From an optimization exercise on the open Yosys and OpenROAD flow, aimed at small area, a short achievable clock period and few clock cycles per item; shortcuts taken in it are not production practice.
In this exercise RTL edits were held to simulation tests only and were not proved equivalent to the original.

**run.sh**
```bash
#!/bin/bash
# synth_recipe.tcl (not shown) runs the flow's synth.tcl, then flattens the netlist and writes it again
# the make line also repeats each setting of config.mk as NAME=value (left out here)
make -C /OpenROAD-flow-scripts/flow DESIGN_CONFIG=/design/flow/config.mk WORK_HOME=/design/flow/orfs CLKGATE_MAP_FILE= SYNTH_SCRIPT=/design/flow/synth_recipe.tcl finish
```
**constraint.sdc**
```tcl
create_clock -name core_clock -period 30.0 [get_ports {clk}]
set_input_delay 6.0000 -clock core_clock [delete_from_list [all_inputs] [get_ports {clk}]]
set_output_delay 6.0000 -clock core_clock [all_outputs]
set_load 0.01 [all_outputs]
```
**design.v**
```verilog
module vkg_tca (
    input  wire        clk,
    input  wire        rst,           
    input  wire        cmd_valid,
    output wire        cmd_ready,
    input  wire [63:0] cmd,
    output reg         done,
    output reg  [6:0]  t_min,
    output reg  [6:0]  t_sec,
    output reg  [63:0] t_rem,
    output reg  [63:0] t_delta,
    output reg  [63:0] acc,
    output reg         cy,
    output reg         range_rem,
    output reg         range_delta,
    output wire [7:0]  err,
    output reg  [31:0] einfo,
    output wire [15:0] sticky
);
    localparam [7:0] OP_NOP   = 8'h00;
    localparam [7:0] OP_RESET = 8'h01;
    localparam [7:0] OP_CLR   = 8'h40;
    localparam [7:0] OP_FIN   = 8'h41;
    localparam [7:0] OP_LAP   = 8'h42;
    localparam signed [66:0] WRAP      = 67'sd1000000000;       
    localparam signed [66:0] SEC_UNITS = 67'sd1000000000000;    
    assign cmd_ready = 1'b1;
    reg err0, err1, err6;
    reg stk0, stk12, stk13;
    assign err    = {1'b0, err6, 4'b0000, err1, err0};
    assign sticky = {2'b00, stk13, stk12, 11'd0, stk0};
    reg        a_v;
    reg [63:0] a_cmd;
    always @(posedge clk) begin
        a_v   <= cmd_valid && !rst;
        a_cmd <= cmd;
    end
    wire [7:0]  a_op    = a_cmd[63:56];
    wire        a_zfmt  = (a_cmd[55:0] == 56'd0);
    wire [31:0] a_fbits = a_cmd[31:0];
    wire [7:0]  a_exp   = a_fbits[30:23];
    wire        a_fin   = (a_op == OP_FIN);
    wire        a_lap   = (a_op == OP_LAP);
    wire        a_nop   = (a_op == OP_NOP)   && a_zfmt;
    wire        a_reset = (a_op == OP_RESET) && a_zfmt;
    wire        a_clr   = (a_op == OP_CLR)   && a_zfmt;
    wire        a_tc    = a_fin || a_lap;
    wire        a_ill   = !(a_tc || a_nop || a_reset || a_clr);
    wire        a_norm  = (a_exp != 8'd0);
    wire        a_s     = a_fbits[31];
    wire [23:0] a_mant  = {a_norm, a_fbits[22:0]};
    wire signed [46:0] a_m = $signed({{23{a_s}}, a_mant ^ {24{a_s}}});
    wire signed [46:0] a_p = a_m + (a_m <<< 2) - (a_m <<< 5) - (a_m <<< 7) - (a_m <<< 9)
                           + (a_m <<< 12) - (a_m <<< 14) - (a_m <<< 17) + (a_m <<< 21)
                           + (a_s ? 47'sd1953125 : 47'sd0);
    wire        a_neg   = a_s && (a_mant != 24'd0);
    wire [7:0]  a_eeff  = a_norm ? a_exp : 8'd1;
    wire        a_big   = (a_eeff > 8'd160);            
    wire [7:0]  a_sh    = 8'd160 - a_eeff;              
    wire signed [65:0] a_z = {a_p, 19'd0};
    wire signed [65:0] a_zs = a_z >>> a_sh[5:0];
    wire [63:0] a_raw   = (a_sh[7:6] != 2'b00) ? {64{a_neg}} : a_zs[63:0];
    wire        a_movf  = a_big || ((a_sh == 8'd0) && (a_p[46:44] != 3'b000) && (a_p[46:44] != 3'b111));
    reg        b_v;
    reg        b_fin, b_lap, b_nop, b_reset, b_clr, b_ill;
    reg        b_nonfin, b_movf;
    reg [63:0] b_raw;
    reg [23:0] b_a;        
    reg [31:0] b_info;     
    always @(posedge clk) begin
        b_v      <= a_v && !rst;
        b_fin    <= a_fin;
        b_lap    <= a_lap;
        b_nop    <= a_nop;
        b_reset  <= a_reset;
        b_clr    <= a_clr;
        b_ill    <= a_ill;
        b_nonfin <= (a_exp == 8'hFF);
        b_movf   <= a_movf;
        b_raw    <= a_raw;
        b_a      <= a_cmd[55:32];
        b_info   <= a_ill ? a_cmd[63:32] : a_fbits;
    end
    wire [6:0]  b_min = b_a[23:17];
    wire [6:0]  b_sec = b_a[16:10];
    wire [9:0]  b_ms  = b_a[9:0];
    wire signed [66:0] raw     = {{3{b_raw[63]}}, b_raw};
    wire signed [66:0] ms_part = $signed({27'd0, b_ms * 40'd1000000000});
    wire signed [66:0] acc_op  = b_lap ? {{3{acc[63]}}, acc} : 67'sd0;
    wire signed [66:0] d1   = raw - acc_op;
    wire signed [66:0] d1m  = raw - acc_op - WRAP;
    wire               trig = b_lap && !d1m[66] && (d1m != 67'sd0);
    wire signed [66:0] r1   = raw + ms_part - acc_op;
    wire signed [66:0] r1m  = raw + ms_part - acc_op - WRAP;
    wire signed [66:0] d    = trig ? d1m : d1;
    wire signed [66:0] rem  = trig ? r1m : r1;
    wire signed [66:0] acc_new = trig ? (raw - WRAP) : raw;
    function fits64;
        input [66:0] x;
        begin
            fits64 = (x[66:63] == 4'b0000) || (x[66:63] == 4'b1111);
        end
    endfunction
    wire ovf = b_movf || !fits64(d1) || !fits64(rem);
    wire rr  = (rem < 67'sd0) || (rem >= SEC_UNITS);
    wire rd  = b_lap && ((d < 67'sd0) || (d >= WRAP));
    wire tc_ok = b_v && (b_fin || b_lap) && !b_nonfin && !ovf;
    always @(posedge clk) begin
        if (rst || (b_v && b_reset)) begin
            done <= !rst;
            t_min <= 7'd0; t_sec <= 7'd0; t_rem <= 64'd0; t_delta <= 64'd0;
            acc <= 64'd0; cy <= 1'b0; range_rem <= 1'b0; range_delta <= 1'b0;
            err0 <= 1'b0; err1 <= 1'b0; err6 <= 1'b0;
            einfo <= 32'd0; stk0 <= 1'b0; stk12 <= 1'b0; stk13 <= 1'b0;
        end else begin
            done <= b_v;
            if (b_v) begin
                if (b_nop) begin
                    err0 <= 1'b0; err1 <= 1'b0; err6 <= 1'b0;
                end else if (b_clr) begin
                    t_min <= 7'd0; t_sec <= 7'd0; t_rem <= 64'd0; t_delta <= 64'd0;
                    acc <= 64'd0; cy <= 1'b0; range_rem <= 1'b0; range_delta <= 1'b0;
                    err0 <= 1'b0; err1 <= 1'b0; err6 <= 1'b0;
                end else if (b_ill) begin
                    err0 <= 1'b1; err1 <= 1'b0; err6 <= 1'b0;
                    einfo <= b_info; stk0 <= 1'b1;
                end else if (b_nonfin) begin
                    err0 <= 1'b1; err1 <= 1'b0; err6 <= 1'b1;
                    einfo <= b_info; stk12 <= 1'b1;
                end else if (ovf) begin
                    err0 <= 1'b0; err1 <= 1'b1; err6 <= 1'b1;
                    einfo <= b_info; stk13 <= 1'b1;
                end else begin
                    if (b_lap) begin
                        acc <= acc_new[63:0];
                        if (trig) cy <= ~cy;
                    end
                    t_min <= b_min; t_sec <= b_sec;
                    t_delta <= d[63:0]; t_rem <= rem[63:0];
                    range_rem <= rr; range_delta <= rd;
                    err0 <= 1'b0; err1 <= 1'b0; err6 <= 1'b0;
                end
            end
        end
    end
endmodule
```
**config.mk**
```make
export PLATFORM = sky130hd
export DESIGN_NAME = vkg_tca
export DESIGN_NICKNAME = vkg_tca
export VERILOG_FILES = /design/flow/design.v
export SDC_FILE = /design/flow/constraint.sdc
export NUM_CORES = 4
export LEC_CHECK = 0
export CAP_MARGIN = 20
export CORE_MARGIN = 2
export CORE_UTILIZATION = 40
export PLACE_DENSITY = 0.6
export SLEW_MARGIN = 20
```
==> metrics.csv <==
metric,value,unit
outcome,no timing/DRC/antenna violations,
die_h,341,um
ios,334,
min-delay-start,a_cmd[47],
port-buffer-count,314,
drive_above_1_share,0.0473,
vias,43500,
vias_per_cell,5.86,
die-area,0.117,mm2
hpwl,147,mm
finClkSkew,47.0,ps
hold_violations,0,
antenna_left,0,
grt_first_pass_wirelength,265,mm
cts_buffer_depth,3,
synth-simple-area-share,0.211,
holdPathEnd,b_a[15],
rows,123,
route.detailed.drc,0,
die_w,341,um
cts_made_buffers,48,
critPathMaxStageDelay,790,ps
setup-tns-final,0,ps
cts_hold_buf,0,
synth_compound_area_frac,0.205,
ys_dominant_reg_cell,dfxtp_1,
ys_warn_count,1,
cts_sinks,439,
fin_crit_sh,0.502,
timing.rr.end,t_delta[13],
reg2reg_depth,56,
synth.distinct_cells,127,
yosys.area.top_type_share,0.193,
synthXorXnorAreaFrac,0.0769,
htree_levels,2,
nNetsFinal,6549,
cts-resized-gates,0,
cts.clk_slew.worst_paths,60,ps
worstPathMaxFanout,96,
critPathCaptureType,flip-flop,
hold_path.class,reg -> reg,
synth_adder_area_share,0.210,
synth.area.mux_share,0.0309,
critical-path-slowest-cell,buf_4,
timing.hold.ws,378,ps
syn_area,0.0455,mm2
start_util,0.404,
clk-insertion-delay-late,680,ps
drt-total-wl,178,mm
synth_top_family_by_area,simple AND/OR/NAND/NOR gates,
reg2reg_from,b_a[2],
maxCapViolations,0,
synthArstFlopShare,0,
wl_per_cell,24.0,um
slew_violations,0,
dr.pass1.iters,6,
register_area,0.00879,mm2
hold_depth,0,
yosys_register_bits,439,
gr-usage-all-layers,0.296,
yosysSeqAreaShare,0.193,
drt_first_iter_violations,4186,
worstPathRequired,30490,ps
rsz0062_at_grt,no,
max_freq,66.4,MHz
path_class,reg -> reg,
fin_crit,15060,ps
tightest_slew,1200,ps
synth_edf_count,0,
postSynthAreaPerCell,7.92,um2
worstSetupStartpointType,flip-flop,
cts_root_buf,clkbuf_16,
grt-ovfl-total,0,
post-cts-setup-buffers,0,
cts_tree,done,
setup_viol,0,
antenna_found_initial,7,
multiInputGateArea,0.0337,mm2
area_delta_synth_final,13.1,%
core_area,0.113,mm2
arrival,15540,ps
postSynthCellCount,5751,
grt_pass1_vias,41300,
fill_cells,11300,
synthTopCellsByArea,"dfxtp_1 19%, fa_1 12%, ha_1 8.6%",
gp_congestion,0.999,
slew_headroom,0.197,
grt_max_degree,103,
yosysTopAreaCell,dfxtp_1,
rrSetupSlack,14940,ps
worst max-delay path by stage:
stage	slack, ps	depth (start not counted)	from	to
global placement	15500	55	b_a[2]	t_rem[1]
detailed placement	15000	55	b_a[2]	t_delta[10]
CTS	14870	55	b_a[2]	t_delta[10]
floorplan	18370	53	b_a[2]	t_min[0]
global route	13860	55	b_a[2]	t_delta[28]
finish	14940	56	b_a[2]	t_delta[13]
placed cells by master (no fill, tap or decap), types with 97 or more instances in the layout:
| cell | n |
|---|---|
| nor2_1 | 540 |
| nand2_1 | 515 |
| inv_1 | 510 |
| dfxtp_1 | 436 |
| a21oi_1 | 432 |
| clkdlybuf4s50_1 | 314 |
| ha_1 | 313 |
| xnor2_1 | 284 |
| fa_1 | 281 |
| nor3_1 | 232 |
| o21ai_0 | 195 |
| nand3_1 | 140 |
| mux2i_1 | 125 |
| xor2_1 | 108 |
| a21o_1 | 97 |
kinds of logic (layout without fill, tap and decap cells):
kind of cell               Yosys count  count (layout)
AOI/OAI and AO/OA                 1386            1386
xor gates and xnor gates           398             398
adders and majority gates          595             595
buffers and inverters              816             970
DFF                                439             439
muxes                              138             138
other                                2              22
and+or+nand+nor                   1977            1977
synthesized netlist by cell type (all sizes together), types with 35 or more instances:
master,number
nor2,543
nand2,519
inv,510
a21oi,449
dfxtp,439
ha,313
xnor2,287
fa,281
nor3,235
o21ai,227
clkbuf,201
nand3,143
mux2i,125
xor2,111
buf,103
a21o,98
nand4,84
nor4,79
or3,66
a211oi,63
and3,52
o211ai,48
a22o,46
a31oi,45
o21bai,45
o21a,40
and2,36
or2,36
nand2b,35
worst max-delay path: cells and delay by family (launching register included):
kind / cells / cell delay (ps)
AO/OA/AOI/OAI: 24 / 5110
XOR/XNOR: 2 / 570
adder cells (fa/ha/maj): 8 / 3210
buffers and inverters: 11 / 2680
flip-flops: 1 / 470
AND/OR/NAND/NOR: 11 / 2660
per-layer routing:
metal | global-route usage | wire length, um
met5 | 0 | 69
met4 | 0.142 | 9850
met3 | 0.0473 | 13300
met2 | 0.459 | 76900
met1 | 0.402 | 78100
registers in the layout (all words and copies together), names as in the netlist, 7 cells and up:
signal,count
b_info,32
a_cmd,64
t_sec,7
t_delta,62
einfo,32
b_a,24
acc,64
t_rem,64
b_raw,64
t_min,7
layout make-up:
type,count,area share
diodes,3,0.000146
clock inverters,16,0.00513
flip-flops and latches,439,0.171
inverters,512,0.0373
repair buffers,374,0.0701
well taps,1500,0.0364
clock buffers,68,0.0265
multi-input cells,4513,0.654
stage by stage:
step	cells	utilization	cell area [um2]	worst slack, ps
floorplan	5768	-	45600	18370
global placement	7336	0.442	49800	15500
detailed placement	7336	0.442	49800	15000
CTS	7420	0.457	51400	14870
global route	7422	0.457	51500	13860
finish	7425	0.457	51500	14940
Testbench counts, summed over its fixed seeds: cycles 40,024, items 40,000.

==> separate check: timing with driven ports <==
In the flow no input, the clock included, has a driving cell. The finished layout below was timed again as built, in two steps.
Step 1 sets driving cells, clkbuf_16 on the clock port and buf_2 on the other inputs (assumed; they add their load-dependent delay and slew).
Step 2 also shifts input and output timing later by t, the mid clock arrival at the registers, as if the neighbouring blocks saw the same clock.
a / b / c = ideal ports / drivers / drivers and shift; a / b = the first two.
t (ns): 0.728
setup slack, ns: 14.942 / 14.942 / 14.942
worst setup path at the end: register to register
clock arrival spread, ns: 0.047 / 0.047
pins driven straight from the clock port: 1
After both steps this run still meets setup and hold. The setup slack of this run moves by 0.000 ns with the drivers and by 0.000 ns with both steps.
